What follows belongs to an exercise in optimizing a design on an open flow for small area, a short achievable clock period and few clock cycles per item; a production flow would make more cautious choices. Where RTL was checked, it was by simulation tests only, not by an equivalence proof against the original. The RTL of runs 7 and 8 was laid out without a check of its function. No activity file was given, so power comes from the tool's default toggle rates.

<file path="config.mk">
export PLATFORM = sky130hd
export DESIGN_NAME = agc4_alu
export DESIGN_NICKNAME = agc4_alu
export VERILOG_FILES = /design/flow/design.v
export SDC_FILE = /design/flow/constraint.sdc
export NUM_CORES = 4
export LEC_CHECK = 0
export CAP_MARGIN = 20
export CORE_MARGIN = 2
export CORE_UTILIZATION = 40
export PLACE_DENSITY = 0.6
export SETUP_SLACK_MARGIN = 1.5
export SLEW_MARGIN = 20
</file>
<file path="constraint.sdc">
create_clock -name core_clock -period 7.0 [get_ports {clk}]
set_input_delay 1.4000 -clock core_clock [delete_from_list [all_inputs] [get_ports {clk}]]
set_output_delay 1.4000 -clock core_clock [all_outputs]
set_load 0.01 [all_outputs]
</file>
<file path="design.v">
module agc4_alu (
    input  wire        clk,
    input  wire        rst,       
    input  wire        start,
    input  wire [2:0]  op,
    input  wire [15:0] a_in,      
    input  wire [15:0] k_in,      
    output wire        ready,
    output reg         done,
    output wire [15:0] res_a,
    output wire [15:0] res_lp,
    output reg  [1:0]  skip
);
    localparam OP_AD   = 3'd0;
    localparam OP_SU   = 3'd1;
    localparam OP_CS   = 3'd2;
    localparam OP_MASK = 3'd3;
    localparam OP_CCS  = 3'd4;
    localparam OP_MP   = 3'd5;
    localparam OP_DV   = 3'd6;
    localparam OP_TS   = 3'd7;
    reg         busy;       
    reg  [2:0]  cnt;        
    reg         md_dv;      
    reg         neg;        
    reg         inc;        
    reg  [15:0] h;          
    reg  [13:0] l;          
    reg  [13:0] d;          
    assign ready = !busy;
    wire [15:0] add_b = op[0] ? ~k_in : k_in;
    wire [16:0] add_s = {1'b0, a_in} + {1'b0, add_b};
    wire [15:0] nabs_k  = k_in[15] ? k_in : ~k_in;               
    wire        k_zero  = (k_in == 16'o000000) || (k_in == 16'o177777);
    wire        a_ovf   = a_in[15] ^ a_in[14];
    wire [15:0] ts_r    = a_ovf ? 16'o000001 : a_in;
    wire [13:0] abs_a   = a_in[15] ? ~a_in[13:0] : a_in[13:0];
    wire        sr  = h[14];                                    
    wire [14:0] dd  = sr ? {1'b0, d} : ~{1'b0, d};              
    wire [14:0] t1  = {h[13:0], 1'b0} + dd + {14'd0, ~sr};
    wire [14:0] ca  = {h[12:0], 2'b00} + dd + {14'd0, ~sr};
    wire [15:0] x3  = md_dv ? {1'b0, h[12:0], 2'b00} : {2'b00, h[13:0]};
    wire [15:0] y3  = md_dv ? {dd, ~sr} : {1'b0, d & {14{l[1]}}, 1'b0};
    wire [15:0] z3  = md_dv ? {dd[14], dd} : {2'b00, d & {14{l[0]}}};
    wire [15:0] cs_s = x3 ^ y3 ^ z3;
    wire [15:0] cs_c = (x3 & y3) | (x3 & z3) | (y3 & z3);
    wire [15:0] cb  = cs_s + {cs_c[14:0], md_dv & ~sr} + {15'd0, md_dv & ~sr};
    wire        pick_b = (t1[14] == sr);
    wire [14:0] s2  = pick_b ? cb[14:0] : ca;
    wire [13:0] l_rev = {l[0], l[1], l[2], l[3], l[4], l[5], l[6],
                         l[7], l[8], l[9], l[10], l[11], l[12], l[13]};
    wire [15:0] h_inc = h + {15'd0, inc};
    assign res_a  = (md_dv ? {2'b00, l_rev} : h_inc) ^ {16{neg}};
    assign res_lp = {2'b00, l} ^ {16{neg}};
    always @(posedge clk) begin
        if (rst) begin
            busy <= 1'b0;
            done <= 1'b0;
        end else if (busy) begin
            busy <= (cnt != 3'd0);
            done <= (cnt == 3'd0);
        end else begin
            busy <= start && (op == OP_MP || op == OP_DV);
            done <= start && !(op == OP_MP || op == OP_DV);
        end
    end
    always @(posedge clk) begin
        skip <= 2'd0;
        inc  <= 1'b0;
        if (busy) begin
            cnt <= cnt - 3'd1;
            if (md_dv) begin
                h <= {1'b0, s2};
                l <= {~s2[14], ~t1[14], l[13:2]};
            end else begin
                h <= {2'b00, cb[15:2]};
                l <= {cb[1:0], l[13:2]};
            end
        end else begin
            cnt   <= 3'd6;
            md_dv <= (op == OP_DV);
            neg   <= 1'b0;
            d     <= ~nabs_k[13:0];
            l     <= abs_a;
            case (op)
                OP_AD, OP_SU: begin
                    h   <= add_s[15:0];
                    inc <= add_s[16];
                end
                OP_CS: begin
                    h    <= k_in;
                    neg  <= 1'b1;
                end
                OP_MASK:      h <= a_in & k_in;
                OP_CCS: begin
                    h    <= nabs_k;
                    inc  <= !k_zero;
                    neg  <= 1'b1;
                    skip <= {k_in[15], k_zero};
                end
                OP_MP: begin
                    h    <= 16'd0;
                    neg  <= a_in[15] ^ k_in[15];
                end
                OP_DV: begin
                    h    <= {2'b00, abs_a};
                    neg  <= a_in[15] ^ k_in[15];
                end
                default: begin    
                    h    <= ts_r;
                    neg  <= a_ovf & a_in[15];
                    skip <= {1'b0, a_ovf};
                end
            endcase
        end
    end
endmodule
</file>
<file path="run.sh">
#!/bin/bash
# synth_recipe.tcl (not shown) runs the flow's synth.tcl, then flattens the netlist and writes it again
# the make line also repeats each setting of config.mk as NAME=value (left out here)
make -C /OpenROAD-flow-scripts/flow DESIGN_CONFIG=/design/flow/config.mk WORK_HOME=/design/flow/orfs CLKGATE_MAP_FILE= SYNTH_SCRIPT=/design/flow/synth_recipe.tcl finish
</file>
==> qor.yml, run 1 <==
run_status:
  status: "timing/DRC/antenna clean"
timing:
  slew_headroom_pct: 27.4
  fin_crit_sh_pct: 66.2
  holdWs_ns: 0.409
  report.final.slew_viol_count: 0
  finalSetupTns_ns: 0
  period_needed_ns: 4.64
  max_freq_mhz: 216
  setup_violations: 0
  worst_slew_pin_slew_ns: 1.09
  finalHoldViolCount: 0
  fin_ws_ns: 2.36
  fin_skew_ns: 0.00422
  grt_setup_unrepaired: "false"
floorplanning:
  rows: 48
  start_util_pct: 40.7
  coreArea_um2: 17200
  die_area_um2: 18600
  die_h_um: 136
  ios: 74
  die_w_um: 136
layout:
  final_cell_mix: "nand2_1, xor2_1, a21oi_1"
  diodes: 0
  layout_commonest_cell: "nand2_1"
  drive_gt1_share_pct: 2.88
  area_growth_pct: 14.7
  nets: 1055
  design_area_um2: 8050
  final_core_util_pct: 46.7
  fin_cells: 1161
clock_network:
  htreeDepth: 2
  cts_made_buffers: 5
  cts-hold-fix-buffers: 0
  postCtsSetupBuffers: 0
  worstSkewPairLatency_ns: 0.29
  clk_path_buf_depth: 2
  cts_root_buf: "clkbuf_16"
  path_clk_slew_ns: 0.07
  cts_tree: "built"
  clkSinkCount: 54
  cts-resized-gates: 0
drt:
  wire_per_inst_um: 18.3
  ant_nets: 0
  vias: 6585
  wl_mm: 21.2
  via_per_inst: 5.67
  drc_errors: 0
  drt-pass1-iter-count: 5
  drt_iter0_drc: 476
logic_synthesis:
  syn_area_um2: 7020
  yosys_warnings: 1
  synth_edf_count: 16
  yosysTopAreaCellShare_pct: 11.8
  synthTopCellsByArea: "ha_1, dfxtp_1, xor2_1, xnor2_1, edfxtp_1"
  synthArstFlopShare_pct: 0
  synthDistinctLibCells: 68
  synthFlopType: "dfxtp_1"
  ys_ff_latch: 54
  netlist_instances: 894
  yosysSeqAreaShare_pct: 17.7
  avgSynthCellArea_um2: 7.85
  synthesis.nets: 1014
  yosysTopAreaCell: "ha_1"
grt:
  grt_usage_pct: 23.1
  grt_pass1_vias: 6018
  antenna_found_initial: 0
  grt_pass1_wl_mm: 33.0
  grt.overflow.total: 0
  grt_max_degree: 77
power_and_ir_drop:
  p_leak_nw: 3.32
  power.density_nw_per_um2: 328
  irDropWorstVdd_mv: 0.117
  total_power_mw: 2.64
place:
  dp_slack_ns: 2.10
  portBuffers: 73
  hpwl_mm: 16.8
  place_congestion: 0.911
  dp.cells: 1153
  dpl_cell_area_um2: 7910
worst_setup_path:
  crit_path_start_kind: "input port"
  crit_path_end_kind: "flop"
  worstReg2RegEnd: "l[13]"
  crit_path_max_fanout: 6
  worstSetupStartpoint: "k_in[1]"
  crit_path_end: "h[11]"
  reg2reg_setup_slack_ns: 2.42
  reg2reg_depth: 12
  crit_required_ns: 7.15
  crit_arrival_ns: 4.79
  regToRegStartpoint: "l[0]"
  critPathKind: "input port to flop"
run:
  cap_violations: 0
min_path:
  hp-class: "flop to flop"
-- synth_stat cells (6+ instances only) --
| cell type | instances |
|---|---|
| edfxtp_1 | 16 |
| o21ai_0 | 54 |
| ha_1 | 66 |
| xnor2_1 | 56 |
| buf_1 | 10 |
| nor2_1 | 68 |
| and3_1 | 7 |
| nand4_1 | 10 |
| and2_1 | 15 |
| clkbuf_1 | 34 |
| a21o_1 | 14 |
| a31oi_1 | 14 |
| a21oi_1 | 75 |
| fa_1 | 16 |
| inv_1 | 41 |
| xor2_1 | 81 |
| nor4_1 | 6 |
| nand2b_1 | 13 |
| o22ai_1 | 14 |
| nand3_1 | 14 |
| a211oi_1 | 15 |
| dfxtp_1 | 38 |
| nor2b_1 | 13 |
| mux2i_1 | 22 |
| nand2_1 | 82 |
| nor3_1 | 10 |
| a2111oi_0 | 6 |
-- state kept, by name, indices dropped and copies added (netlist names) --
name / flops
h: 16
d: 14
l: 14
cnt: 3
skip: 2
busy: 1
done: 1
inc: 1
md_dv: 1
neg: 1
-- metal layers --
metal / track usage, % / share of wire [%] / wire (um)
met3: 1.49 / 4.1 / 879
met1: 33.3 / 48 / 10200
met4: 7.35 / 2.7 / 582
met5: 0 / 0 / 0
met2: 36.6 / 45 / 9580
-- layout make-up --
| type | count | area, um^2 |
|---|---|---|
| fillers | 1699 | 9180 |
| inverters | 41 | 154 |
| flip-flops and latches | 54 | 1240 |
| clock inverters | 1 | 5.00 |
| well taps | 225 | 282 |
| multi-input cells | 750 | 5430 |
| clock buffers | 7 | 143 |
| repair buffers | 83 | 801 |
-- worst max-delay path, cell delays in order --
cell and delay, ns:
clkdlybuf4s50_1 0.59, xor2_1 0.27, ha_1 0.30, a211oi_1 0.28
o21ai_0 0.24, a2111oi_0 0.60, o31ai_1 0.27, xor2_1 0.19
a2111oi_0 0.57, a211oi_1 0.09
-- kinds of logic after synthesis --
kind of cell	share of synthesized area, %
fa+ha+maj	16.5
buf+inv	4.97
mux	3.46
flops	17.7
xor+xnor	17.6
compound gates	22.8
simple gates	17.0
-- power by group --
part           switching, mW  total, mW  internal (mW)
registers              0.105      0.482          0.376
logic                   1.07       1.91          0.834
clock network          0.107      0.249          0.142
total                   1.29       2.64           1.35
-- how the worst min path moves through the flow --
stage	start	end	slack, ns	cells after the start
2_1_floorplan	cnt[0]	cnt[0]	0.39	1
3_3_place_gp	cnt[0]	cnt[0]	0.40	1
3_5_place_dp	cnt[0]	cnt[0]	0.40	1
4_1_cts	cnt[0]	cnt[0]	0.41	1
5_1_grt	cnt[0]	cnt[0]	0.42	1
6_report	cnt[0]	cnt[0]	0.41	1
Testbench counts, summed over its fixed seeds: cycles 10,046, items 3,200.
==> run 2, diff against run 1 <==
==> flow/run.sh (new file) <==
#!/bin/bash
# Standard layout, with the input and output port buffers made as buf_4
# instead of the flow's default choice. Each tool's output goes to the
# ORFS logs; make's own output goes to standard.log.
set -euo pipefail
export BUFFER_PORTS_ARGS="-buffer_cell sky130_fd_sc_hd__buf_4"
bash standard.sh > standard.log 2>&1
==> standard.sh (new file) <==
#!/bin/bash
# synth_recipe.tcl (not shown) runs the flow's synth.tcl, then flattens the netlist and writes it again
# the make line also repeats each setting of config.mk as NAME=value (left out here)
make -C /OpenROAD-flow-scripts/flow DESIGN_CONFIG=/design/flow/config.mk WORK_HOME=/design/flow/orfs CLKGATE_MAP_FILE= SYNTH_SCRIPT=/design/flow/synth_recipe.tcl "${@:-finish}"
--- a/config.mk
+++ b/config.mk
@@ -6,8 +6,9 @@
 export NUM_CORES = 4
 export LEC_CHECK = 0
+export ABC_CLOCK_PERIOD_IN_PS = 3700
 export CAP_MARGIN = 20
 export CORE_MARGIN = 2
 export CORE_UTILIZATION = 40
 export PLACE_DENSITY = 0.6
-export SETUP_SLACK_MARGIN = 1.5
+export SETUP_SLACK_MARGIN = 3.3
 export SLEW_MARGIN = 20
removed: run.sh
==> run 2 against run 1 <==
Net effect: clock skew grew 0.0025 ns; register-to-register slack gained 0.85 ns; final cell count grew 3.1%; clock power grew 19%; synthesized area is the same; via count grew 3.8%; clock-buffer cell count grew 1; core utilization grew 5.3 points; sequential share of layout area shrank 1.3 points; maximum frequency grew 24%; synthesized cell count is the same; setup slack gained 0.91 ns; critical endpoint is now l[13]; largest cell class unchanged.
==> qor.yml, run 2 <==
layout:
  design_area_um2: 8960  # +11%
  final_cell_mix: "buf_4, nand2_1, xor2_1"
  regMostFlops: "h"
  layout_commonest_cell: "buf_4"
  diodes: 0  # unchanged
  fin_cells: 1197  # +3.1%
  largest_reg_flops: 16  # unchanged
  final_core_util_pct: 52.0  # +5.3 points
  area_growth_pct: 27.7
  top_regs: "h x16, d x14, l x14"
  drive_gt1_share_pct: 22.3  # +19 points
  nets: 1091  # +3.4%
power_and_ir_drop:
  intPower_mw: 1.61  # +19%
  p_leak_nw: 3.80  # +14%
  p_switching_mw: 1.46  # +14%
  irDropWorstVdd_mv: 0.160  # +36%
  p_clk_share_pct: 9.6  # +0.2 points
  p_comb_share_pct: 74.3  # +2.0 points
  switching_share_pct: 47.6  # -1.2 points
  power.density_nw_per_um2: 343  # +4.7%
  sequentialPowerShare_pct: 16.1  # -2.1 points
timing:
  fin_crit_sh_pct: 53.3  # -13 points
  fin_skew_ns: 0.00676  # +0.00254 ns
  setup_violations: 0  # unchanged
  finalHoldViolCount: 0  # unchanged
  report.final.slew_viol_count: 0  # unchanged
  grt_setup_unrepaired: "true"
  slew_headroom_pct: 33.5  # +6.1 points
  period_needed_ns: 3.73  # -0.906 ns
  worst_slew_pin_slew_ns: 0.993  # -0.0917 ns
  holdWs_ns: 0.405  # -0.00400 ns
  finalSetupTns_ns: 0  # unchanged
  max_freq_mhz: 268  # +24%
clock_network:
  clkSinkCount: 54  # unchanged
  cts_made_buffers: 5  # unchanged
  path_clk_slew_ns: 0.07  # about the same
  worstSkewPairLatency_ns: 0.29  # about the same
  cts_tree: "built"
  clk_path_buf_depth: 2  # unchanged
  cts_root_buf: "clkbuf_16"
  cts-hold-fix-buffers: 0  # unchanged
  htreeDepth: 2  # unchanged
grt:
  antenna_found_initial: 0  # unchanged
  grt_max_degree: 41  # -47%
  grt_usage_pct: 23.8  # +0.76 points
  grt_pass1_vias: 6347  # +5.5%
  grt_pass1_wl_mm: 34.5  # +4.6%
  grt.overflow.total: 0  # unchanged
min_path:
  hp-class: "flop to flop"
place:
  dpl_cell_area_um2: 7770  # -1.7%
  dp.cells: 1148  # -0.43%
  portBuffers: 73  # unchanged
  place_congestion: 0.930  # +2.1%
  hpwl_mm: 16.7  # -0.61%
drt:
  wire_per_inst_um: 18.9  # +3.4%
  vias: 6836  # +3.8%
  wl_mm: 22.6  # +6.6%
  ant_nets: 0  # unchanged
  drc_errors: 0  # unchanged
  via_per_inst: 5.71  # +0.69%
  drt-pass1-iter-count: 5  # unchanged
  drt_iter0_drc: 700  # +47%
logic_synthesis:
  synth_edf_count: 16  # unchanged
  yosysSeqAreaShare_pct: 17.7  # unchanged
  synthesis.nets: 1014  # unchanged
  yosys_warnings: 1  # unchanged
  netlist_instances: 894  # unchanged
  synth.most_common_cell: "nand2_1"
  synthTopCellsByArea: "ha_1, dfxtp_1, xor2_1, xnor2_1, edfxtp_1"
  yosysTopAreaCellShare_pct: 11.8  # unchanged
  yosysTopAreaCell: "ha_1"
  synthFlopType: "dfxtp_1"
  syn_area_um2: 7020  # unchanged
  avgSynthCellArea_um2: 7.85  # unchanged
  ys_ff_latch: 54  # unchanged
  synthArstFlopShare_pct: 0  # unchanged
  synthDistinctLibCells: 68  # unchanged
  synthTopCellsByCount: "nand2_1, xor2_1, a21oi_1"
worst_setup_path:
  crit_path_max_fanout: 4  # -2
  crit_path_end_kind: "flop"
  critPathKind: "flop to flop"
  crit_arrival_ns: 3.96  # -0.83 ns
  crit_required_ns: 7.23  # +0.08 ns
  crit_path_start_kind: "flop"
  reg2reg_setup_slack_ns: 3.27  # +0.85 ns
floorplanning:
  die_h_um: 136  # unchanged
  coreArea_um2: 17200  # unchanged
  start_util_pct: 40.7  # unchanged
  die_area_um2: 18600  # unchanged
  rows: 48  # unchanged
  die_w_um: 136  # unchanged
  ios: 74  # unchanged
run:
  cap_violations: 0  # unchanged
run_status:
  status: "timing/DRC/antenna clean"
run 2: cell counts after synthesis:
Identical to the previous run, type by type.
run 2: final timing paths:
| path | startpoint | to | cells after the start |
|---|---|---|---|
| worst max-delay path | d[0] | l[13] | 15 |
| worst min-delay path | cnt[0] | cnt[0] | 1 |
| worst max register to register | d[0] | l[13] | 15 |
| worst min register to register | cnt[0] | cnt[0] | 1 |
run 2: routing by layer:
metal	GRT usage, %	vias up	share of wire (%)
met2	37.7	246	45
met3	1.04	37	4.9
met1	34.9	3211	47
li1	-	3342	-
met4	7.29	0	3.3
met5	0	-	0
run 2: power by group through the flow:
stage / Combinational (mW) / Sequential, mW / Clock, mW
after global placement: 1.86 / 0.492 / 0
final: 2.29 / 0.494 / 0.296
after detailed placement: 1.86 / 0.489 / 0
after CTS: 2.05 / 0.491 / 0.300
after floorplan: 1.42 / 0.437 / 0
after global routing: 2.51 / 0.496 / 0.312
run 2: final cells by class:
class | count | area (um^2)
repair buffers | 118 | 1080
fillers | 1590 | 8270
multi-input cells | 751 | 5990
well taps | 225 | 282
flip-flops and latches | 54 | 1260
clock buffers | 8 | 189
inverters | 41 | 161
run 2: through the flow:
stage,power [mW],setup WS [ns]
global placement,2.35,2.50
CTS,2.85,3.29
floorplan,1.86,3.04
detailed placement,2.35,2.43
finish,3.08,3.27
global route,3.32,3.18
run 2: worst max-delay path, cell delays in order, from the launching register on:
cell and delay, ns:
edfxtp_1 0.51, inv_2 0.09, ha_4 0.29, nor2b_4 0.04, a21oi_2 0.13, fa_1 0.49, buf_6 0.15, fa_2 0.38
nor2b_4 0.16, o21bai_4 0.08, a31oi_4 0.23, nor3_1 0.06, nand4b_1 0.28, maj3_2 0.39, o221ai_4 0.22, a31o_1 0.18
run 2: cells by family after synthesis:
| logic type | Yosys count | share of synthesized area [%] |
|---|---|---|
| flip-flops | 54 | 17.7 |
| adder cells (fa/ha/maj) | 83 | 16.5 |
| AND/OR/NAND/NOR | 252 | 17.0 |
| buffers and inverters | 90 | 4.97 |
| XOR/XNOR | 139 | 17.6 |
| multiplexers | 24 | 3.46 |
| AO/OA/AOI/OAI | 252 | 22.8 |
run 2: repair_timing:
action,CTS,global route
cloned,5,1
setup endpoints to repair,21,15
pin swaps,6,28
setup buffers,15,20
gates resized for setup,60,56
==> run 3, diff against run 2 <==
==> flow/run.sh (replaced) <==
#!/bin/bash
# Standard layout, with the input and output port buffers made as buf_2
# instead of the flow's default choice. Each tool's output goes to the
# ORFS logs; make's own output goes to standard.log.
set -euo pipefail
export BUFFER_PORTS_ARGS="-buffer_cell sky130_fd_sc_hd__buf_2"
bash standard.sh > standard.log 2>&1
--- a/config.mk
+++ b/config.mk
@@ -6,5 +6,4 @@
 export NUM_CORES = 4
 export LEC_CHECK = 0
-export ABC_CLOCK_PERIOD_IN_PS = 3700
 export CAP_MARGIN = 20
 export CORE_MARGIN = 2
==> run 3 against run 2 <==
Net effect: power is 1.2% higher; die area stayed put; register-to-register slack better by 0.06 ns; first-iteration DRC count is 27% lower; clock skew is 0.0035 ns lower; synthesized cell count stayed put; sequential power hardly changed; setup slack better by 0.030 ns; maximum frequency is 0.81% higher; combinational power hardly changed; wire length is 1.1% lower; synthesized area stayed put; largest power group unchanged; highest routed layer unchanged.
==> qor.yml, run 3 <==
run_status:
  status: "timing/DRC/antenna clean"
logic_synthesis:
  netlist_instances: 894  # unchanged
  yosysTopAreaCellShare_pct: 11.8  # unchanged
  ys_ff_latch: 54  # unchanged
  syn_area_um2: 7020  # unchanged
  synthesis.nets: 1014  # unchanged
  synthArstFlopShare_pct: 0  # unchanged
  yosysSeqAreaShare_pct: 17.7  # unchanged
  synthFlopType: "dfxtp_1"
  synth_edf_count: 16  # unchanged
  yosys_warnings: 1  # unchanged
  synthTopCellsByCount: "nand2_1, xor2_1, a21oi_1"
  synth.most_common_cell: "nand2_1"
  synthTopCellsByArea: "ha_1, dfxtp_1, xor2_1, xnor2_1, edfxtp_1"
  yosysTopAreaCell: "ha_1"
  avgSynthCellArea_um2: 7.85  # unchanged
  synthDistinctLibCells: 68  # unchanged
drt:
  wire_per_inst_um: 18.7  # -0.91%
  wl_mm: 22.4  # -1.1%
  vias: 6852  # +0.23%
  drc_errors: 0  # unchanged
  drt-pass1-iter-count: 5  # unchanged
  drt_iter0_drc: 514  # -27%
  ant_nets: 0  # unchanged
  via_per_inst: 5.73  # +0.40%
place:
  dpl_cell_area_um2: 7590  # -2.3%
  portBuffers: 73  # unchanged
  place_congestion: 0.892  # -4.1%
  hpwl_mm: 16.4  # -1.4%
  dp.cells: 1148  # unchanged
floorplanning:
  ios: 74  # unchanged
  die_area_um2: 18600  # unchanged
  rows: 48  # unchanged
  coreArea_um2: 17200  # unchanged
  start_util_pct: 40.7  # unchanged
  die_w_um: 136  # unchanged
  die_h_um: 136  # unchanged
timing:
  report.final.slew_viol_count: 0  # unchanged
  setup_violations: 0  # unchanged
  grt_setup_unrepaired: "true"
  fin_crit_sh_pct: 52.9  # -0.43 points
  finalHoldViolCount: 0  # unchanged
  worst_slew_pin_slew_ns: 0.966  # -0.0276 ns
  max_freq_mhz: 270  # +0.81%
  period_needed_ns: 3.70  # -0.0300 ns
  slew_headroom_pct: 35.5  # +2.0 points
  fin_skew_ns: 0.00331  # -0.00346 ns
  holdWs_ns: 0.405  # -0.000206 ns
  finalSetupTns_ns: 0  # unchanged
min_path:
  hp-class: "flop to flop"
layout:
  diodes: 0  # unchanged
  largest_reg_flops: 16  # unchanged
  design_area_um2: 8830  # -1.5%
  regMostFlops: "h"
  top_regs: "h x16, d x14, l x14"
  final_cell_mix: "nand2_1, xor2_1, buf_2"
  drive_gt1_share_pct: 22.5  # +0.15 points
  area_growth_pct: 25.9
  layout_commonest_cell: "nand2_1"
  final_core_util_pct: 51.3  # -0.75 points
  nets: 1089  # -0.18%
  fin_cells: 1195  # -0.17%
worst_setup_path:
  critPathKind: "input port to flop"
  cpPeakStageDelay_ns: 0.40  # -0.11 ns
  crit_family: "compound AO/OA/AOI/OAI gates"
  crit_path_max_fanout: 6  # +2
  regToRegStartpoint: "h[14]"
  cp_slowest_cell: "a2111oi_2"
  crit_chain: "buf_2 > xor2_4 > ha_4 > a211oi_2 > o21ai_2 > a2111oi_4 > o31ai_2 > a31oi_1 > xnor2_1 > a21oi_1 > a2111oi_2"
  crit_arrival_ns: 3.88  # -0.08 ns
  reg2reg_setup_slack_ns: 3.33  # +0.06 ns
  crit_path_end: "h[13]"
  reg2reg_depth: 16  # +1
  crit_buf_inv: 1  # -1
  worstSetupStartpoint: "k_in[1]"
  crit_path_end_kind: "flop"
  cp.depth: 11  # -4
  worstReg2RegEnd: "h[11]"
  crit_path_start_kind: "input port"
  crit_required_ns: 7.18  # -0.05 ns
power_and_ir_drop:
  switching_share_pct: 47.8  # +0.27 points
  p_switching_mw: 1.49  # +1.8%
  p_leak_nw: 3.75  # -1.4%
  sequentialPowerShare_pct: 15.9  # -0.2 points
  p_comb_share_pct: 74.6  # +0.3 points
  power.density_nw_per_um2: 352  # +2.7%
  intPower_mw: 1.62  # +0.67%
  p_clk_share_pct: 9.5  # about the same
  irDropWorstVdd_mv: 0.138  # -13%
grt:
  grt.overflow.total: 0  # unchanged
  grt_pass1_wl_mm: 33.8  # -2.0%
  grt_pass1_vias: 6205  # -2.2%
  antenna_found_initial: 0  # unchanged
  grt_max_degree: 41  # unchanged
  grt_usage_pct: 23.4  # -0.45 points
clock_network:
  clkSinkCount: 54  # unchanged
  cts_root_buf: "clkbuf_16"
  htreeDepth: 2  # unchanged
  cts_tree: "built"
  path_clk_slew_ns: 0.07  # about the same
  cts-hold-fix-buffers: 0  # unchanged
  clk_path_buf_depth: 2  # unchanged
  cts_made_buffers: 5  # unchanged
  worstSkewPairLatency_ns: 0.29  # about the same
run:
  cap_violations: 0  # unchanged
[run 3: stage by stage]
step                power (mW)  setup WS (ns)
global route              3.33           3.13
global placement          2.32           2.49
CTS                       2.78           3.30
floorplan                 1.86           3.04
detailed placement        2.31           2.38
finish                    3.11           3.30
[run 3: cell type report]
type / instances / area, um^2
inverter: 41 / 158
multi-input combinational: 750 / 6060
fill: 1596 / 8400
tap: 225 / 282
clock buffer: 8 / 189
timing repair buffer: 117 / 883
sequential: 54 / 1270
[run 3: power by group through the flow]
stage               Sequential [mW]  Clock [mW]  Combinational [mW]
detailed placement            0.488           0                1.82
global route                  0.496       0.312                2.52
CTS                           0.489       0.305                1.99
finish                        0.493       0.296                2.32
floorplan                     0.437           0                1.42
global placement              0.489           0                1.83
[run 3: timing repair]
action                                  4_1_cts  5_1_grt
gates resized for setup                      52       68
endpoints found under the setup margin       23       13
cloned                                        4        0
pin swaps                                     5       22
setup buffers                                11       24
[run 3: worst min path at each step]
stage	start	to	slack, ns	cells after the start
after floorplan	cnt[0]	cnt[0]	0.39	1
after global placement	cnt[0]	cnt[0]	0.40	1
after detailed placement	cnt[0]	cnt[0]	0.40	1
after CTS	cnt[0]	cnt[0]	0.41	1
after global routing	cnt[0]	cnt[0]	0.43	1
final	cnt[0]	cnt[0]	0.40	1
[run 3: worst reg2reg max path: stages, from the launching register on]
cell and delay, ns:
dfxtp_4 0.40, buf_12 0.14, clkinvlp_4 0.12, ha_4 0.24, nor2b_2 0.13, a21oi_2 0.05, fa_1 0.61, inv_1 0.06
ha_1 0.19, a21oi_1 0.23, a21oi_2 0.12, o31a_1 0.30, o41ai_4 0.27, nor2b_2 0.21, xnor2_1 0.15, mux2i_1 0.13
a211oi_1 0.24
[run 3: metal layers]
layer	share of wire (%)	wire length [um]	vias up	track usage, %
li1	-	-	3351	-
met1	47	10500	3210	34.2
met2	44	9870	247	36.1
met3	4.6	1040	44	1.04
met4	4.4	981	0	8.85
met5	0	0	-	0
[run 3: cells by family (layout without fill, tap and decap cells)]
| kind of cell | after synthesis | in the layout | synth area share (%) |
|---|---|---|---|
| compound gates | 252 | 252 | 22.8 |
| simple gates | 252 | 252 | 17.0 |
| xor+xnor | 139 | 139 | 17.6 |
| buf+inv | 90 | 166 | 4.97 |
| fa+ha+maj | 83 | 83 | 16.5 |
| flops | 54 | 54 | 17.7 |
| mux | 24 | 24 | 3.46 |
==> run 4, diff against run 3 <==
--- a/config.mk
+++ b/config.mk
@@ -10,4 +10,5 @@
 export CORE_UTILIZATION = 40
 export PLACE_DENSITY = 0.6
-export SETUP_SLACK_MARGIN = 3.3
+export SETUP_SLACK_MARGIN = 2.8
 export SLEW_MARGIN = 20
+export TNS_END_PERCENT = 10
==> run 4 against run 3 <==
Net effect: clock power shrank 17%; flip-flop and latch count is the same; hold slack better by 0.0037 ns; non-clock buffer count shrank 35; global-route usage decreased by 1.0 points; sequential power is 3% lower; clock skew is 0.0078 ns higher; maximum frequency down 8.0%; core utilization is 6.2 points lower; largest power group unchanged.
==> qor.yml, run 4 <==
floorplanning:
  coreArea_um2: 17200  # unchanged
  die_w_um: 136  # unchanged
  rows: 48  # unchanged
  die_h_um: 136  # unchanged
  ios: 74  # unchanged
  die_area_um2: 18600  # unchanged
  start_util_pct: 40.7  # unchanged
place:
  place_congestion: 0.901  # +0.96%
  dp_slack_ns: 2.32  # -0.0648 ns
  portBuffers: 73  # unchanged
  hpwl_mm: 16.3  # -1.0%
drt:
  wire_per_inst_um: 17.8  # -4.9%
  via_per_inst: 5.62  # -2.0%
  drc_errors: 0  # unchanged
  vias: 6517  # -4.9%
  drt_iter0_drc: 501  # -2.5%
  wl_mm: 20.6  # -7.7%
  drt-pass1-iter-count: 5  # unchanged
  ant_nets: 0  # unchanged
clock_network:
  cts-hold-fix-buffers: 0  # unchanged
  clk_path_buf_depth: 2  # unchanged
  clkSinkCount: 54  # unchanged
  path_clk_slew_ns: 0.07  # about the same
  cts_root_buf: "clkbuf_16"
  htreeDepth: 2  # unchanged
  cts_made_buffers: 5  # unchanged
  worstSkewPairLatency_ns: 0.30  # about the same
  cts_tree: "built"
timing:
  fin_crit_sh_pct: 57.5  # +4.6 points
  finalHoldViolCount: 0  # unchanged
  grt_setup_unrepaired: "true"
  period_needed_ns: 4.02  # +0.321 ns
  finalSetupTns_ns: 0  # unchanged
  report.final.slew_viol_count: 0  # unchanged
  fin_skew_ns: 0.0111  # +0.00776 ns
  slew_headroom_pct: 43.7  # +8.2 points
  worst_slew_pin_slew_ns: 0.842  # -0.123 ns
  fin_ws_ns: 2.98  # -0.321 ns
  setup_violations: 0  # unchanged
  max_freq_mhz: 249  # -8.0%
layout:
  top_regs: "h x16, d x14, l x14"
  layout_commonest_cell: "nand2_1"
  largest_reg_flops: 16  # unchanged
  nets: 1054  # -3.2%
  area_growth_pct: 10.7
  final_core_util_pct: 45.1  # -6.2 points
  diodes: 0  # unchanged
  final_cell_mix: "nand2_1, xor2_1, a21oi_1"
  regMostFlops: "h"
  drive_gt1_share_pct: 11.4  # -11 points
power_and_ir_drop:
  p_leak_nw: 3.36  # -10%
  power.density_nw_per_um2: 333  # -5.5%
  irDropWorstVdd_mv: 0.134  # -3.1%
run:
  cap_violations: 0  # unchanged
grt:
  grt.overflow.total: 0  # unchanged
  grt_max_degree: 76  # +85%
  grt_usage_pct: 22.4  # -1.0 points
  antenna_found_initial: 0  # unchanged
  grt_pass1_wl_mm: 32.4  # -4.1%
  grt_pass1_vias: 6061  # -2.3%
logic_synthesis:
  yosys_warnings: 1  # unchanged
  synthDistinctLibCells: 68  # unchanged
  synthesis.nets: 1014  # unchanged
  yosysTopAreaCell: "ha_1"
  netlist_instances: 894  # unchanged
  synthTopCellsByCount: "nand2_1, xor2_1, a21oi_1"
  yosysSeqAreaShare_pct: 17.7  # unchanged
  synth_edf_count: 16  # unchanged
  ys_ff_latch: 54  # unchanged
  synthTopCellsByArea: "ha_1, dfxtp_1, xor2_1, xnor2_1, edfxtp_1"
  yosysTopAreaCellShare_pct: 11.8  # unchanged
  avgSynthCellArea_um2: 7.85  # unchanged
  synthFlopType: "dfxtp_1"
  synth.most_common_cell: "nand2_1"
  synthArstFlopShare_pct: 0  # unchanged
  syn_area_um2: 7020  # unchanged
worst_setup_path:
  critPathKind: "flop to flop"
  crit_path_max_fanout: 23  # +17
  worstSetupStartpoint: "h[14]"
  crit_arrival_ns: 4.18  # +0.30 ns
  crit_path_start_kind: "flop"
  crit_required_ns: 7.16  # -0.02 ns
  regToRegStartpoint: "h[14]"
  worstReg2RegEnd: "h[14]"
  reg2reg_depth: 15  # -1
  crit_path_end_kind: "flop"
  crit_path_end: "h[14]"
  reg2reg_setup_slack_ns: 2.98  # -0.35 ns
run_status:
  status: "timing/DRC/antenna clean"
min_path:
  hp-class: "flop to flop"
  whs_path_depth: 1  # unchanged
==> run 4: cell counts after synthesis <==
No cell type changed its count.
==> run 4: layout make-up <==
cell class	instances	area (um^2)
fill	1759	9470
multi-input combinational	750	5480
tap	225	282
timing repair buffer	82	468
clock inverter	3	20.0
sequential	54	1240
inverter	41	154
clock buffer	5	125
==> run 4: cells by family (layout without fill, tap and decap cells) <==
family	count (synthesis)	count (layout)	share of synthesized area, %
AOI/OAI and AO/OA	252	252	22.8
and+or+nand+nor	252	252	17.0
xor gates and xnor gates	139	139	17.6
buffers and inverters	90	131	4.97
adders and majority gates	83	83	16.5
DFF	54	54	17.7
muxes	24	24	3.46
==> run 4: worst max-delay path, cell delays in order, from the launching register on <==
cell and delay (ns):
dfxtp_1 0.35, buf_8 0.23, inv_1 0.11, ha_1 0.34, nor2b_1 0.06, a21oi_1 0.17, fa_1 0.49, fa_1 0.47
nor2b_1 0.19, o21bai_1 0.13, a31oi_2 0.28, nor3_1 0.09, nand4b_1 0.25, maj3_1 0.39, o221ai_2 0.24, a21oi_1 0.10
==> run 4: what timing repair did <==
item                                    4_1_cts  5_1_grt
pin swaps                                     0        0
endpoints found under the hold margin         0        0
cloned                                        0        1
buffers inserted                              0        2
endpoints found under the setup margin        6        6
gates resized for setup                       6       10
==> run 4: worst min-delay path by stage <==
stage,from,end,slack [ns]
detailed placement,cnt[0],cnt[0],0.40
finish,cnt[0],cnt[0],0.41
global route,cnt[0],cnt[0],0.46
global placement,cnt[0],cnt[0],0.40
floorplan,cnt[0],cnt[0],0.39
CTS,cnt[0],cnt[0],0.41
==> run 4: stage by stage <==
stage | cells | total power [mW] | area, um^2 | hold slack, ns
2_1_floorplan | 894 | 1.84 | 7050 | 0.386
3_3_place_gp | 1149 | 2.29 | 7530 | 0.396
3_5_place_dp | 1149 | 2.30 | 7530 | 0.401
4_1_cts | 1157 | 2.56 | 7690 | 0.412
5_1_grt | 1160 | 2.82 | 7770 | 0.457
6_report | 1160 | 2.59 | 7770 | 0.408
==> run 4: report_power, final <==
part | internal (mW) | switching [mW]
logic | 0.776 | 1.09
registers | 0.376 | 0.104
clock network | 0.133 | 0.113
==> run 4: layer usage <==
layer / global-route usage [%] / share of wire (%)
met5: 0 / 0
met4: 6.13 / 2.1
met3: 0.932 / 4.6
met2: 36.0 / 45
met1: 32.5 / 48
==> run 5, diff against run 4 <==
--- a/config.mk
+++ b/config.mk
@@ -12,3 +12,2 @@
 export SETUP_SLACK_MARGIN = 2.8
 export SLEW_MARGIN = 20
-export TNS_END_PERCENT = 10
==> run 5 against run 4 <==
Net effect: final cell count unchanged; non-clock buffer count is the same; synthesized cell count is the same; combinational power hardly changed; clock-buffer cell count unchanged; critical path depth unchanged; register-to-register slack gained 0.02 ns; wire length about the same; first-iteration DRC count is 20% higher; flip-flop and latch count is the same; critical path type unchanged; critical endpoint unchanged; largest cell class unchanged; largest power group unchanged; highest routed layer unchanged.
==> qor.yml, run 5 <==
timing:
  finalHoldViolCount: 0  # unchanged
  finalSetupTns_ns: 0  # unchanged
  holdWs_ns: 0.409  # +0.000538 ns
  setup_violations: 0  # unchanged
  fin_crit_sh_pct: 57.2  # -0.30 points
  max_freq_mhz: 250  # +0.52%
  grt_setup_unrepaired: "true"
  worst_slew_pin_slew_ns: 0.844  # +0.00138 ns
  fin_ws_ns: 3.00  # +0.0207 ns
  slew_headroom_pct: 43.6  # -0.092 points
  report.final.slew_viol_count: 0  # unchanged
  period_needed_ns: 4.00  # -0.0207 ns
  fin_skew_ns: 0.00947  # -0.00159 ns
run:
  cap_violations: 0  # unchanged
logic_synthesis:
  synthArstFlopShare_pct: 0  # unchanged
  synthTopCellsByArea: "ha_1, dfxtp_1, xor2_1, xnor2_1, edfxtp_1"
  syn_area_um2: 7020  # unchanged
  avgSynthCellArea_um2: 7.85  # unchanged
  ys_ff_latch: 54  # unchanged
  synthesis.nets: 1014  # unchanged
  yosysSeqAreaShare_pct: 17.7  # unchanged
  netlist_instances: 894  # unchanged
  yosysTopAreaCell: "ha_1"
  synthDistinctLibCells: 68  # unchanged
  yosys_warnings: 1  # unchanged
  synthFlopType: "dfxtp_1"
  yosysTopAreaCellShare_pct: 11.8  # unchanged
  synth_edf_count: 16  # unchanged
  synth.most_common_cell: "nand2_1"
  synthTopCellsByCount: "nand2_1, xor2_1, a21oi_1"
worst_setup_path:
  regToRegStartpoint: "h[14]"
  crit_path_start_kind: "flop"
  reg2reg_setup_slack_ns: 3.00  # +0.02 ns
  reg2reg_depth: 15  # unchanged
  crit_path_end_kind: "flop"
  crit_required_ns: 7.16  # about the same
  crit_path_max_fanout: 23  # unchanged
  critPathKind: "flop to flop"
  worstSetupStartpoint: "h[14]"
  crit_arrival_ns: 4.16  # -0.02 ns
  worstReg2RegEnd: "h[14]"
power_and_ir_drop:
  power.density_nw_per_um2: 332  # -0.30%
  switching_share_pct: 50.2  # -0.090 points
  p_switching_mw: 1.30  # -0.34%
  irDropWorstVdd_mv: 0.134  # -0.11%
  p_comb_share_pct: 71.9  # about the same
  intPower_mw: 1.29  # about the same
  p_leak_nw: 3.36  # about the same
  total_power_mw: 2.58  # -0.17%
  p_clk_share_pct: 9.5  # about the same
  sequentialPowerShare_pct: 18.6  # about the same
floorplanning:
  die_area_um2: 18600  # unchanged
  die_h_um: 136  # unchanged
  coreArea_um2: 17200  # unchanged
  start_util_pct: 40.7  # unchanged
  rows: 48  # unchanged
  ios: 74  # unchanged
  die_w_um: 136  # unchanged
drt:
  drc_errors: 0  # unchanged
  vias: 6507  # -0.15%
  ant_nets: 0  # unchanged
  drt-pass1-iter-count: 5  # unchanged
  wl_mm: 20.6  # about the same
  wire_per_inst_um: 17.8  # about the same
  via_per_inst: 5.61  # -0.15%
  drt_iter0_drc: 601  # +20%
layout:
  largest_reg_flops: 16  # unchanged
  layout_commonest_cell: "nand2_1"
  nFillCells: 1756  # -0.17%
  area_growth_pct: 10.8
  diodes: 0  # unchanged
  regMostFlops: "h"
  final_cell_mix: "nand2_1, xor2_1, a21oi_1"
  multi_input_area_um2: 5490  # +0.14%
  top_regs: "h x16, d x14, l x14"
  ff_latch_area_um2: 1240  # unchanged
  nets: 1054  # unchanged
  drive_gt1_share_pct: 11.6  # +0.11 points
place:
  hpwl_mm: 16.3  # unchanged
  dp_slack_ns: 2.32  # unchanged
  portBuffers: 73  # unchanged
  place_congestion: 0.901  # unchanged
grt:
  grt_pass1_vias: 6061  # unchanged
  antenna_found_initial: 0  # unchanged
  grt.overflow.total: 0  # unchanged
  grt_max_degree: 76  # unchanged
  grt_usage_pct: 22.4  # unchanged
  grt_pass1_wl_mm: 32.4  # unchanged
clock_network:
  cts_tree: "built"
  path_clk_slew_ns: 0.07  # about the same
  worstSkewPairLatency_ns: 0.30  # about the same
  clkSinkCount: 54  # unchanged
  cts_made_buffers: 5  # unchanged
  cts-hold-fix-buffers: 0  # unchanged
  cts_root_buf: "clkbuf_16"
  htreeDepth: 2  # unchanged
  clk_path_buf_depth: 2  # unchanged
min_path:
  whs_path_depth: 1  # unchanged
  hp-class: "flop to flop"
  hp-start: "cnt[0]"
  holdPathEnd: "cnt[0]"
run_status:
  status: "timing/DRC/antenna clean"
-- run 5: cell counts after synthesis --
No cell type changed its count.
-- run 5: layout make-up --
type                            count  area share [%]
Clock buffer                        5            1.61
Sequential cell                    54            16.0
Clock inverter                      3           0.257
Multi-Input combinational cell    750            70.5
Tap cell                          225            3.62
Timing Repair Buffer               82            6.05
Inverter                           41            1.98
-- run 5: per-layer routing --
layer	up-vias	track usage, %	routed length [um]
li1	3262	-	-
met1	3029	32.5	9900
met2	197	36.0	9290
met3	19	0.932	1020
met4	0	6.13	412
met5	-	0	0
-- run 5: logic make-up (layout without fill, tap and decap cells) --
| kind of cell | after synthesis | after routing | synth area share [%] |
|---|---|---|---|
| fa+ha+maj | 83 | 83 | 16.5 |
| simple gates | 252 | 252 | 17.0 |
| mux | 24 | 24 | 3.46 |
| buf+inv | 90 | 131 | 4.97 |
| flops | 54 | 54 | 17.7 |
| compound gates | 252 | 252 | 22.8 |
| xor+xnor | 139 | 139 | 17.6 |
-- run 5: power by group through the flow --
stage | Clock, mW | Sequential (mW) | Combinational [mW]
4_1_cts | 0.251 | 0.480 | 1.83
3_5_place_dp | 0 | 0.487 | 1.81
5_1_grt | 0.259 | 0.487 | 2.08
6_report | 0.246 | 0.480 | 1.86
3_3_place_gp | 0 | 0.487 | 1.80
2_1_floorplan | 0 | 0.436 | 1.40
-- run 5: worst max path at each step --
stage	endpoint	slack, ns
final	h[14]	3.00
after global routing	h[11]	2.76
after CTS	h[11]	2.76
after detailed placement	h[11]	2.32
after global placement	h[13]	2.37
after floorplan	h[13]	2.78
-- run 5: repair_timing --
item,CTS,global route
cloned,0,1
gates resized for setup,6,12
pin swaps,0,0
setup endpoints to repair,6,6
buffers inserted,0,2
-- run 5: metrics by stage --
| step | cell area [um^2] | util [%] | cells |
|---|---|---|---|
| after global routing | 7780 | 45.1 | 1160 |
| after floorplan | 7050 | - | 894 |
| after global placement | 7530 | 43.7 | 1149 |
| after CTS | 7690 | 44.6 | 1157 |
| final | 7780 | 45.1 | 1160 |
| after detailed placement | 7530 | 43.7 | 1149 |
-- run 5: critical path: stages, from the launching register on --
cell and delay [ns]:
dfxtp_1 0.35, buf_8 0.23, inv_1 0.11, ha_1 0.34
nor2b_1 0.06, a21oi_1 0.17, fa_1 0.49, fa_1 0.47
nor2b_1 0.19, o21bai_1 0.13, a31oi_2 0.28, nor3_1 0.09
nand4b_1 0.24, maj3_1 0.39, o221ai_2 0.23, a21oi_1 0.10
==> run 6, diff against run 5 <==
--- a/config.mk
+++ b/config.mk
@@ -8,6 +8,6 @@
 export CAP_MARGIN = 20
 export CORE_MARGIN = 2
-export CORE_UTILIZATION = 40
-export PLACE_DENSITY = 0.6
+export CORE_UTILIZATION = 70
+export PLACE_DENSITY = 0.8
 export SETUP_SLACK_MARGIN = 2.8
 export SLEW_MARGIN = 20
==> run 6 against run 5 <==
Net effect: still clean on timing, DRC and antenna; clock-buffer cell count up 1; sequential power down 1%; first-iteration DRC count down 11%; die area down 42%; synthesized area unchanged; hold slack better by 0.021 ns; setup slack worse by 0.062 ns; register-to-register slack better by 0.04 ns; synthesized cell count unchanged; critical path type is now input port to flop; largest power group unchanged; highest routed layer unchanged.
==> qor.yml, run 6 <==
layout:
  nets: 1051  # -0.28%
  layout_commonest_cell: "nand2_1"
  largest_reg_flops: 16  # unchanged
  design_area_um2: 7540  # -3.1%
  diodes: 0  # unchanged
  drive_gt1_share_pct: 10.9  # -0.61 points
  final_cell_mix: "nand2_1, xor2_1, a21oi_1"
  nFillCells: 715  # -59%
  top_regs: "h x16, d x14, l x14"
  area_growth_pct: 7.42
  regMostFlops: "h"
grt:
  grt_usage_pct: 37.3  # +15 points
  grt.overflow.total: 0  # unchanged
  grt_pass1_wl_mm: 32.7  # +0.79%
  grt_max_degree: 80  # +5.3%
  antenna_found_initial: 0  # unchanged
  grt_pass1_vias: 6434  # +6.2%
logic_synthesis:
  synthesis.nets: 1014  # unchanged
  syn_area_um2: 7020  # unchanged
  synthTopCellsByCount: "nand2_1, xor2_1, a21oi_1"
  synth_top_family_by_area: "compound AO/OA/AOI/OAI gates"
  yosysTopAreaCell: "ha_1"
  yosys_warnings: 1  # unchanged
  avgSynthCellArea_um2: 7.85  # unchanged
  synthFlopType: "dfxtp_1"
  synthSimpleGateAreaFrac_pct: 17.0  # unchanged
  yosysSeqAreaShare_pct: 17.7  # unchanged
  netlist_instances: 894  # unchanged
  synthTopCellsByArea: "ha_1, dfxtp_1, xor2_1, xnor2_1, edfxtp_1"
  synth.most_common_cell: "nand2_1"
  yosysTopAreaCellShare_pct: 11.8  # unchanged
  synth_compound_area_share_pct: 22.8  # unchanged
  synthMuxAreaShare_pct: 3.46  # unchanged
  ys_ff_latch: 54  # unchanged
  synthDistinctLibCells: 68  # unchanged
  synthXorXnorAreaFrac_pct: 17.6  # unchanged
  synth_edf_count: 16  # unchanged
  synth-adder-area-share_pct: 16.5  # unchanged
  synthArstFlopShare_pct: 0  # unchanged
worst_setup_path:
  critPathKind: "input port to flop"
  crit_buf_inv: 1  # -1
  crit_required_ns: 7.18  # +0.02 ns
  crit_family: "compound AO/OA/AOI/OAI gates"
  cpPeakStageDelay_ns: 0.64  # +0.15 ns
  cp_slowest_cell: "a2111oi_1"
  crit_chain: "clkbuf_4 > xor2_1 > ha_1 > a211oi_2 > o21ai_1 > a2111oi_2 > o31ai_1 > xor2_1 > a2111oi_1 > a211oi_1"
  reg2reg_setup_slack_ns: 3.04  # +0.04 ns
  crit_path_end_kind: "flop"
  crit_path_max_fanout: 16  # -30%
  crit_top_cell: "xor2_1"
  crit_arrival_ns: 4.25  # +0.09 ns
  crit_path_start_kind: "input port"
drt:
  vias: 6924  # +6.4%
  via_per_inst: 6.50  # +16%
  drt-pass1-iter-count: 6  # +1
  wl_mm: 20.3  # -1.6%
  wire_per_inst_um: 19.1  # +7.2%
  ant_nets: 0  # unchanged
  drc_errors: 0  # unchanged
  drt_iter0_drc: 537  # -11%
clock_network:
  clkSinkCount: 54  # unchanged
  path_clk_slew_ns: 0.10  # +0.03 ns
  htreeDepth: 2  # unchanged
  cts_made_buffers: 5  # unchanged
  clk_path_buf_depth: 2  # unchanged
  worstSkewPairLatency_ns: 0.32  # +0.02 ns
  cts_root_buf: "clkbuf_8"
  cts_tree: "built"
  cts-hold-fix-buffers: 0  # unchanged
timing:
  finalSetupTns_ns: 0  # unchanged
  slew_headroom_pct: 35.0  # -8.6 points
  finalHoldViolCount: 0  # unchanged
  fin_crit_sh_pct: 58.0  # +0.88 points
  holdWs_ns: 0.430  # +0.0209 ns
  period_needed_ns: 4.06  # +0.0618 ns
  fin_skew_ns: 0.00843  # -0.00105 ns
  report.final.slew_viol_count: 0  # unchanged
  worst_slew_pin_slew_ns: 0.971  # +0.127 ns
  grt_setup_unrepaired: "false"
  max_freq_mhz: 246  # -1.5%
  setup_violations: 0  # unchanged
floorplanning:
  coreArea_um2: 9770  # -43%
  ios: 74  # unchanged
  die_w_um: 104  # -24%
  rows: 36  # -25%
  die_h_um: 104  # -24%
  die_area_um2: 10800  # -42%
  start_util_pct: 71.8  # +31 points
place:
  hpwl_mm: 15.8  # -2.7%
  place_congestion: 1.04  # +15%
  dpl_cell_area_um2: 7420  # -1.5%
  portBuffers: 73  # unchanged
min_path:
  hp-class: "flop to flop"
power_and_ir_drop:
  p_leak_nw: 3.31  # -1.7%
  total_power_mw: 2.53  # -1.9%
  power.density_nw_per_um2: 336  # +1.2%
  irDropWorstVdd_mv: 0.163  # +22%
run:
  cap_violations: 0  # unchanged
run_status:
  status: "timing/DRC/antenna clean"
## run 6: timing repair
item | 4_1_cts | 5_1_grt
pin swaps | 0 | 0
buffers inserted | 0 | 0
endpoints found under the setup margin | 8 | 5
gates resized for setup | 4 | 7
## run 6: path summary, 6_finish.rpt
kind | start | to | cells after the start
worst min register to register | cnt[0] | cnt[0] | 1
worst max register to register | md_dv | l[13] | 13
worst min-delay path | cnt[0] | cnt[0] | 1
worst max-delay path | op[0] | h[11] | 10
## run 6: stage by stage
stage | std cells | util (%) | setup WS, ns
floorplan | 894 | - | 2.78
global placement | 1057 | 75.9 | 2.51
detailed placement | 1057 | 75.9 | 2.43
CTS | 1065 | 76.9 | 2.88
global route | 1065 | 77.1 | 2.81
finish | 1065 | 77.1 | 2.94
## run 6: where the power goes
| group | switching, mW | internal (mW) | leakage (nW) |
|---|---|---|---|
| Sequential | 0.0987 | 0.376 | 0.487 |
| Clock | 0.108 | 0.0698 | 0.0450 |
| Combinational | 1.11 | 0.773 | 2.77 |
| Total | 1.31 | 1.22 | 3.31 |
## run 6: routing by layer
| metal | share of wire (%) | global-route usage [%] |
|---|---|---|
| met4 | 3.8 | 14.3 |
| met3 | 8.7 | 3.07 |
| met2 | 46 | 61.4 |
| met5 | 0 | 0 |
| met1 | 42 | 51.0 |
## run 6: area by class of cell
class | count | area [um^2] | area share (%)
well taps | 133 | 166 | 2.21
multi-input cells | 750 | 5480 | 72.6
flip-flops and latches | 54 | 1240 | 16.5
clock buffers | 6 | 72.6 | 0.962
inverters | 41 | 154 | 2.04
repair buffers | 79 | 420 | 5.58
clock inverters | 2 | 10.0 | 0.133
## run 6: cell families after synthesis
kind of cell / Yosys count
AOI/OAI and AO/OA: 252
xor gates and xnor gates: 139
adders and majority gates: 83
buffers and inverters: 90
DFF: 54
muxes: 24
and+or+nand+nor: 252
==> run 7, diff against run 6 <==
--- a/design.v
+++ b/design.v
@@ -52,5 +52,5 @@
     wire [15:0] h_inc = h + {15'd0, inc};
     assign res_a  = (md_dv ? {2'b00, l_rev} : h_inc) ^ {16{neg}};
-    assign res_lp = {2'b00, l} ^ {16{neg}};
+    assign res_lp = {neg, neg, l};
     always @(posedge clk) begin
         if (rst) begin
@@ -75,5 +75,5 @@
             end else begin
                 h <= {2'b00, cb[15:2]};
-                l <= {cb[1:0], l[13:2]};
+                l <= {cb[1:0] ^ {2{neg}}, l[13:2]};    
             end
         end else begin
==> run 7 against run 6 <==
Net effect: still clean on timing, DRC and antenna; synthesized cell count is 3.2% lower; sequential share of layout area grew 0.20 points; final area is 0.90% lower; die area shrank 2.6%; maximum frequency up 0.40%; clock-buffer cell count is 1 lower; clock skew is 0.0079 ns higher.
==> qor.yml, run 7 <==
grt:
  gr-usage-met1_pct: 49.6  # -1.4 points
  grt.overflow.total: 0  # unchanged
  antenna_found_initial: 0  # unchanged
  top_usage_layer: "met2"
  grt_pass1_vias: 6311  # -1.9%
  grt_max_degree: 73  # -8.8%
  grt_usage_pct: 38.5  # +1.2 points
  grt_pass1_wl_mm: 31.4  # -4.0%
  use_met3_pct: 4.68  # +1.6 points
  use_met2_pct: 64.4  # +3.0 points
layout:
  area_growth_pct: 9.42
  nets: 1032  # -1.8%
  final_cell_mix: "a21oi_1, nand2_1, buf_2"
  regMostFlops: "h"
  top_regs: "h x16, d x14, l x14"
  layout_commonest_cell: "a21oi_1"
  largest_reg_flops: 16  # unchanged
  drive_gt1_share_pct: 12.6  # +1.7 points
  diodes: 0  # unchanged
clock_network:
  cts_tree: "built"
  worstSkewPairLatency_ns: 0.33  # about the same
  cts_root_buf: "clkbuf_8"
  clk_path_buf_depth: 2  # unchanged
  htreeDepth: 2  # unchanged
  clkSinkCount: 54  # unchanged
  path_clk_slew_ns: 0.11  # about the same
  cts-hold-fix-buffers: 0  # unchanged
  cts_made_buffers: 5  # unchanged
logic_synthesis:
  avgSynthCellArea_um2: 7.89  # +0.55%
  synth_edf_count: 16  # unchanged
  syn_area_um2: 6830  # -2.7%
  yosys_warnings: 1  # unchanged
  synthTopCellsByArea: "ha_1, dfxtp_1, xor2_1, edfxtp_1, xnor2_1"
  synthTopCellsByCount: "a21oi_1, nand2_1, xor2_1"
  yosysSeqAreaShare_pct: 18.2  # +0.49 points
  yosysTopAreaCellShare_pct: 12.1  # +0.33 points
  synth.most_common_cell: "a21oi_1"
  synthesis.nets: 985  # -2.9%
  ys_ff_latch: 54  # unchanged
  yosysTopAreaCell: "ha_1"
  netlist_instances: 865  # -3.2%
  synthArstFlopShare_pct: 0  # unchanged
  synthFlopType: "dfxtp_1"
  synthDistinctLibCells: 73  # +7.4%
worst_setup_path:
  crit_path_start_kind: "flop"
  cpPeakStageDelay_ns: 0.52  # -0.12 ns
  crit_path_end_kind: "flop"
  crit_family: "compound AO/OA/AOI/OAI gates"
  critPathKind: "flop to flop"
  reg2reg_depth: 15  # +2
  regToRegStartpoint: "h[14]"
  crit_required_ns: 7.23  # +0.05 ns
  crit_buf_inv: 3  # +2
  cp_slowest_cell: "fa_1"
  crit_path_max_fanout: 11  # -5
  crit_chain: "buf_12 > inv_1 > ha_1 > nor2b_1 > a21oi_1 > fa_1 > inv_1 > fa_2 > a211oi_2 > o21ai_2 > a2111o_1 > a41o_1 > o311ai_4 > a21oi_1 > a221o_1"
  reg2reg_setup_slack_ns: 2.95  # -0.09 ns
  worstReg2RegEnd: "l[13]"
  crit_arrival_ns: 4.27  # +0.02 ns
timing:
  period_needed_ns: 4.05  # -0.0163 ns
  worst_slew_pin_slew_ns: 1.09  # +0.124 ns
  slew_headroom_pct: 26.8  # -8.3 points
  grt_setup_unrepaired: "true"
  finalHoldViolCount: 0  # unchanged
  report.final.slew_viol_count: 0  # unchanged
  fin_crit_sh_pct: 57.8  # -0.23 points
  fin_ws_ns: 2.95  # +0.0163 ns
  max_freq_mhz: 247  # +0.40%
  fin_skew_ns: 0.0163  # +0.00790 ns
  finalSetupTns_ns: 0  # unchanged
  setup_violations: 0  # unchanged
power_and_ir_drop:
  power.density_nw_per_um2: 333  # -0.81%
  p_leak_nw: 3.24  # -2.1%
  irDropWorstVdd_mv: 0.174  # +6.7%
  total_power_mw: 2.49  # -1.7%
drt:
  drt-pass1-iter-count: 8  # +2
  wire_per_inst_um: 19.8  # +3.6%
  drc_errors: 0  # unchanged
  vias: 6888  # -0.52%
  drt_iter0_drc: 530  # -1.3%
  ant_nets: 0  # unchanged
  wl_mm: 20.7  # +1.8%
  via_per_inst: 6.59  # +1.3%
place:
  portBuffers: 73  # unchanged
  hpwl_mm: 15.5  # -2.0%
  place_congestion: 1.05  # +1.3%
  dp_slack_ns: 2.25  # -0.174 ns
min_path:
  whs_path_depth: 1  # unchanged
  hp-start: "cnt[0]"
  holdPathEnd: "cnt[0]"
  hp-class: "flop to flop"
run_status:
  status: "timing/DRC/antenna clean"
floorplanning:
  coreArea_um2: 9640  # -1.4%
  rows: 36  # unchanged
  die_w_um: 103  # -1.3%
  die_area_um2: 10600  # -2.6%
  die_h_um: 103  # -1.3%
  ios: 74  # unchanged
  start_util_pct: 70.8  # -0.97 points
run:
  cap_violations: 0  # unchanged
## run 7: cell count changes after synthesis, moves of 6 or more
cell | before | now
xor2_1 | 81 | 71
nor3_1 | 10 | 17
nand2_1 | 82 | 74
o22ai_1 | 14 | 7
nor2_1 | 68 | 62
a31oi_1 | 14 | 5
xnor2_1 | 56 | 50
a21o_1 | 14 | 8
o21ai_0 | 54 | 68
## run 7: stage by stage
stage / instance area (um^2) / std cells / utilization [%] / hold WS [ns]
final: 7470 / 1046 / 77.5 / 0.420
after global routing: 7470 / 1046 / 77.5 / 0.438
after CTS: 7360 / 1040 / 76.3 / 0.420
after detailed placement: 7210 / 1031 / 74.8 / 0.405
after global placement: 7210 / 1031 / 74.8 / 0.396
after floorplan: 6850 / 865 / - / 0.386
## run 7: layer usage
layer	up-vias	wire length, um
met5	-	0
met3	96	2010
met2	414	9340
li1	3199	-
met1	3179	8120
met4	0	1200
## run 7: layout make-up
type | count | area, um^2
Timing Repair Buffer | 85 | 513
Clock inverter | 3 | 25.0
Fill cell | 768 | 2170
Sequential cell | 54 | 1240
Tap cell | 133 | 166
Multi-Input combinational cell | 724 | 5300
Clock buffer | 5 | 68.8
Inverter | 42 | 158
## run 7: where the power goes
part           internal (mW)  switching [mW]
registers              0.376           0.102
clock network         0.0725           0.113
logic                  0.750            1.08
## run 7: how the worst max path moves through the flow
stage / cells past startpoint / slack (ns) / to / startpoint
global placement: 12 / 2.38 / h[14] / op[0]
detailed placement: 12 / 2.25 / h[14] / op[0]
global route: 12 / 2.79 / h[13] / md_dv
finish: 15 / 2.95 / l[13] / h[14]
CTS: 12 / 2.82 / h[13] / md_dv
floorplan: 13 / 2.76 / h[13] / op[0]
## run 7: kinds of logic (layout without fill, tap and decap cells)
kind of cell    count (synthesis)  in the layout  share of synthesized area [%]
fa+ha+maj                      82             82                           16.8
buf+inv                        87            135                           5.02
flops                          54             54                           18.2
xor+xnor                      122            122                           15.8
mux                            26             26                           3.85
compound gates                254            254                           23.5
simple gates                  240            240                           16.8
## run 7: timing repair
action,CTS,global route
buffers inserted,1,4
gates cloned,0,2
endpoints found under the hold margin,0,0
pin swaps,1,7
endpoints found under the setup margin,6,7
gates resized for setup,10,14
==> run 8, diff against run 7 <==
--- a/config.mk
+++ b/config.mk
@@ -8,6 +8,6 @@
 export CAP_MARGIN = 20
 export CORE_MARGIN = 2
-export CORE_UTILIZATION = 70
-export PLACE_DENSITY = 0.8
+export CORE_UTILIZATION = 55
+export PLACE_DENSITY = 0.7
 export SETUP_SLACK_MARGIN = 2.8
 export SLEW_MARGIN = 20
==> run 8 against run 7 <==
Net effect: still clean on timing, DRC and antenna; clock power rose by 43%; wire length rose by 2.4%; critical path depth is 1 lower; synthesized cell count stayed put; hold slack about the same; non-clock buffer count up 2; core utilization decreased by 15 points; final area up 1.4%.
==> qor.yml, run 8 <==
grt:
  grt.overflow.total: 0  # unchanged
  grt_max_degree: 43  # -41%
  grt_pass1_wl_mm: 33.0  # +5.3%
  grt_usage_pct: 32.0  # -6.4 points
  antenna_found_initial: 0  # unchanged
  grt_pass1_vias: 6279  # -0.51%
drt:
  highest_layer: "met4"
  drt-pass1-iter-count: 5  # -3
  via_per_inst: 6.11  # -7.2%
  drt-met1-wl_mm: 9.17  # +13%
  wl_mm: 21.2  # +2.4%
  ant_nets: 0  # unchanged
  wire_per_inst_um: 19.5  # -1.1%
  drc_errors: 0  # unchanged
  vias: 6615  # -4.0%
  drt_iter0_drc: 458  # -14%
  met3WireLength_mm: 1.64  # -18%
  met2_length_mm: 9.57  # +2.4%
floorplanning:
  die_area_um2: 13300  # +26%
  die_w_um: 115  # +12%
  ios: 74  # unchanged
  rows: 40  # +11%
  die_h_um: 115  # +12%
  coreArea_um2: 12100  # +25%
  start_util_pct: 56.6  # -14 points
power_and_ir_drop:
  power.density_nw_per_um2: 335  # +0.51%
  p_leak_nw: 3.27  # +1.1%
  sequentialPowerShare_pct: 19.3  # about the same
  irDropWorstVdd_mv: 0.131  # -25%
  intPower_mw: 1.27  # +5.6%
  switching_share_pct: 50.2  # -1.7 points
  p_comb_share_pct: 70.3  # -3.1 points
  p_switching_mw: 1.27  # -1.4%
  p_clk_share_pct: 10.4  # +3.0 points
place:
  place_congestion: 0.962  # -8.3%
  hpwl_mm: 16.4  # +5.9%
  dp_slack_ns: 1.84  # -0.411 ns
  dp.cells: 1066  # +3.4%
  portBuffers: 73  # unchanged
layout:
  top_regs: "h x16, d x14, l x14"
  final_core_util_pct: 62.8  # -15 points
  regMostFlops: "h"
  multi_input_area_um2: 5310  # +0.33%
  nFillCells: 1072  # +40%
  fin_cells: 1083  # +3.5%
  largest_reg_flops: 16  # unchanged
  area_growth_pct: 11.0
  drive_gt1_share_pct: 12.9  # +0.30 points
  ff_latch_area_um2: 1240  # unchanged
  diodes: 0  # unchanged
  nets: 1034  # +0.19%
  layout_commonest_cell: "a21oi_1"
  final_cell_mix: "a21oi_1, nand2_1, buf_2"
worst_setup_path:
  worstReg2RegEnd: "l[13]"
  crit_path_end: "l[13]"
  reg2reg_setup_slack_ns: 2.85  # -0.11 ns
  crit_path_max_fanout: 3  # -8
  crit_arrival_ns: 4.32  # +0.05 ns
  crit_required_ns: 7.17  # -0.06 ns
  crit_path_end_kind: "flop"
  worstSetupStartpoint: "d[0]"
  reg2reg_depth: 14  # -1
  critPathKind: "flop to flop"
  regToRegStartpoint: "d[0]"
  crit_path_start_kind: "flop"
logic_synthesis:
  yosysTopAreaCellShare_pct: 12.1  # unchanged
  synthDistinctLibCells: 73  # unchanged
  ys_ff_latch: 54  # unchanged
  syn_area_um2: 6830  # unchanged
  netlist_instances: 865  # unchanged
  synthFlopType: "dfxtp_1"
  synthTopCellsByArea: "ha_1, dfxtp_1, xor2_1, edfxtp_1, xnor2_1"
  avgSynthCellArea_um2: 7.89  # unchanged
  yosysSeqAreaShare_pct: 18.2  # unchanged
  synthArstFlopShare_pct: 0  # unchanged
  synthesis.nets: 985  # unchanged
  synth.most_common_cell: "a21oi_1"
  synth_edf_count: 16  # unchanged
  synthTopCellsByCount: "a21oi_1, nand2_1, xor2_1"
  yosys_warnings: 1  # unchanged
  yosysTopAreaCell: "ha_1"
timing:
  grt_setup_unrepaired: "true"
  finalSetupTns_ns: 0  # unchanged
  finalHoldViolCount: 0  # unchanged
  report.final.slew_viol_count: 0  # unchanged
  setup_violations: 0  # unchanged
  fin_crit_sh_pct: 59.3  # +1.5 points
  slew_headroom_pct: 25.6  # -1.2 points
  fin_ws_ns: 2.85  # -0.107 ns
  holdWs_ns: 0.420  # +0.000147 ns
  fin_skew_ns: 0.00926  # -0.00706 ns
  worst_slew_pin_slew_ns: 1.12  # +0.0221 ns
  max_freq_mhz: 241  # -2.6%
  period_needed_ns: 4.15  # +0.107 ns
clock_network:
  cts_made_buffers: 5  # unchanged
  cts_root_buf: "clkbuf_16"
  path_clk_slew_ns: 0.07  # -0.04 ns
  htreeDepth: 2  # unchanged
  cts_tree: "built"
  clk_path_buf_depth: 2  # unchanged
  clkSinkCount: 54  # unchanged
  worstSkewPairLatency_ns: 0.29  # -0.04 ns
  cts-hold-fix-buffers: 0  # unchanged
run_status:
  status: "timing/DRC/antenna clean"
run:
  cap_violations: 0  # unchanged
min_path:
  hp-class: "flop to flop"
-- run 8: how the worst min path moves through the flow --
stage / depth (start not counted) / from / end
after floorplan: 1 / cnt[0] / cnt[0]
final: 1 / cnt[0] / cnt[0]
after global placement: 1 / cnt[0] / cnt[0]
after CTS: 1 / cnt[0] / cnt[0]
after detailed placement: 1 / cnt[0] / cnt[0]
after global routing: 1 / cnt[0] / cnt[0]
-- run 8: power by group through the flow --
stage	logic (mW)	registers [mW]	clock network (mW)
2_1_floorplan	1.29	0.438	0
3_3_place_gp	1.66	0.496	0
3_5_place_dp	1.68	0.495	0
4_1_cts	1.71	0.485	0.269
5_1_grt	1.95	0.495	0.282
6_report	1.78	0.490	0.264
-- run 8: timing repair --
action / CTS / global route
endpoints found under the setup margin: 13 / 6
pin swaps: 0 / 2
resized for setup: 9 / 9
setup buffers: 5 / 4
-- run 8: worst max-delay path, stage by stage, from the launching register on --
cell      delay (ns)
edfxtp_1        0.42
inv_1           0.06
ha_1            0.34
nor2b_1         0.13
a21oi_1         0.06
fa_1            0.52
inv_1           0.07
fa_2            0.43
a211oi_2        0.28
o21ai_1         0.15
a2111o_1        0.45
a41o_1          0.31
o311ai_4        0.31
a21oi_1         0.13
a221o_1         0.36
-- run 8: cell families after synthesis --
| group | count (synthesis) | share of synthesized area, % |
|---|---|---|
| AND/OR/NAND/NOR | 240 | 16.8 |
| multiplexers | 26 | 3.85 |
| XOR/XNOR | 122 | 15.8 |
| AO/OA/AOI/OAI | 254 | 23.5 |
| adder cells (fa/ha/maj) | 82 | 16.8 |
| flip-flops | 54 | 18.2 |
| buffers and inverters | 87 | 5.02 |
-- run 8: metrics by stage --
| stage | total power [mW] | cell area, um^2 |
|---|---|---|
| 2_1_floorplan | 1.73 | 6850 |
| 3_3_place_gp | 2.15 | 7260 |
| 3_5_place_dp | 2.17 | 7260 |
| 4_1_cts | 2.46 | 7500 |
| 5_1_grt | 2.73 | 7580 |
| 6_report | 2.54 | 7580 |
-- run 8: layout make-up --
| class | count | share of cell area (%) |
|---|---|---|
| Clock inverter | 2 | 0.182 |
| Sequential cell | 54 | 16.4 |
| Clock buffer | 6 | 1.98 |
| Tap cell | 168 | 2.77 |
| Timing Repair Buffer | 87 | 6.44 |
| Inverter | 42 | 2.08 |
| Multi-Input combinational cell | 724 | 70.1 |
-- run 8: metal layers --
metal / up-vias / GRT usage (%)
li1: 3200 / -
met1: 3102 / 44.6
met2: 278 / 51.6
met3: 35 / 2.82
met4: 0 / 12.7
met5: - / 0

==> re-timing with driven ports <==
No port has a modelled driver above. Below, the same layouts with a new extraction and two added sets of constraints. Step 1: set_driving_cell puts a clkbuf_16 on clk and a buf_2 on each other input, an assumption about the parent block. Step 2, shift: input delay + t, output delay - t, t = (earliest + latest rising clock arrival at the registers) / 2. This alone moves slack from input paths to output paths. Slacks: ideal / step 1 / step 2; pairs: ideal / step 1.
run	t (ns)	setup slack, ns
run 1	0.330	2.363 / 2.380 / 2.050
run 2	0.323	3.269 / 3.269 / 3.037
run 3	0.324	3.299 / 3.257 / 2.933
run 4	0.328	2.978 / 2.978 / 2.699
run 5	0.328	2.999 / 2.999 / 2.776
run 6	0.353	2.937 / 2.941 / 2.590
run 7	0.348	2.953 / 2.946 / 2.598
run 8	0.326	2.846 / 2.846 / 2.663
After both steps every run listed still meets setup and hold.
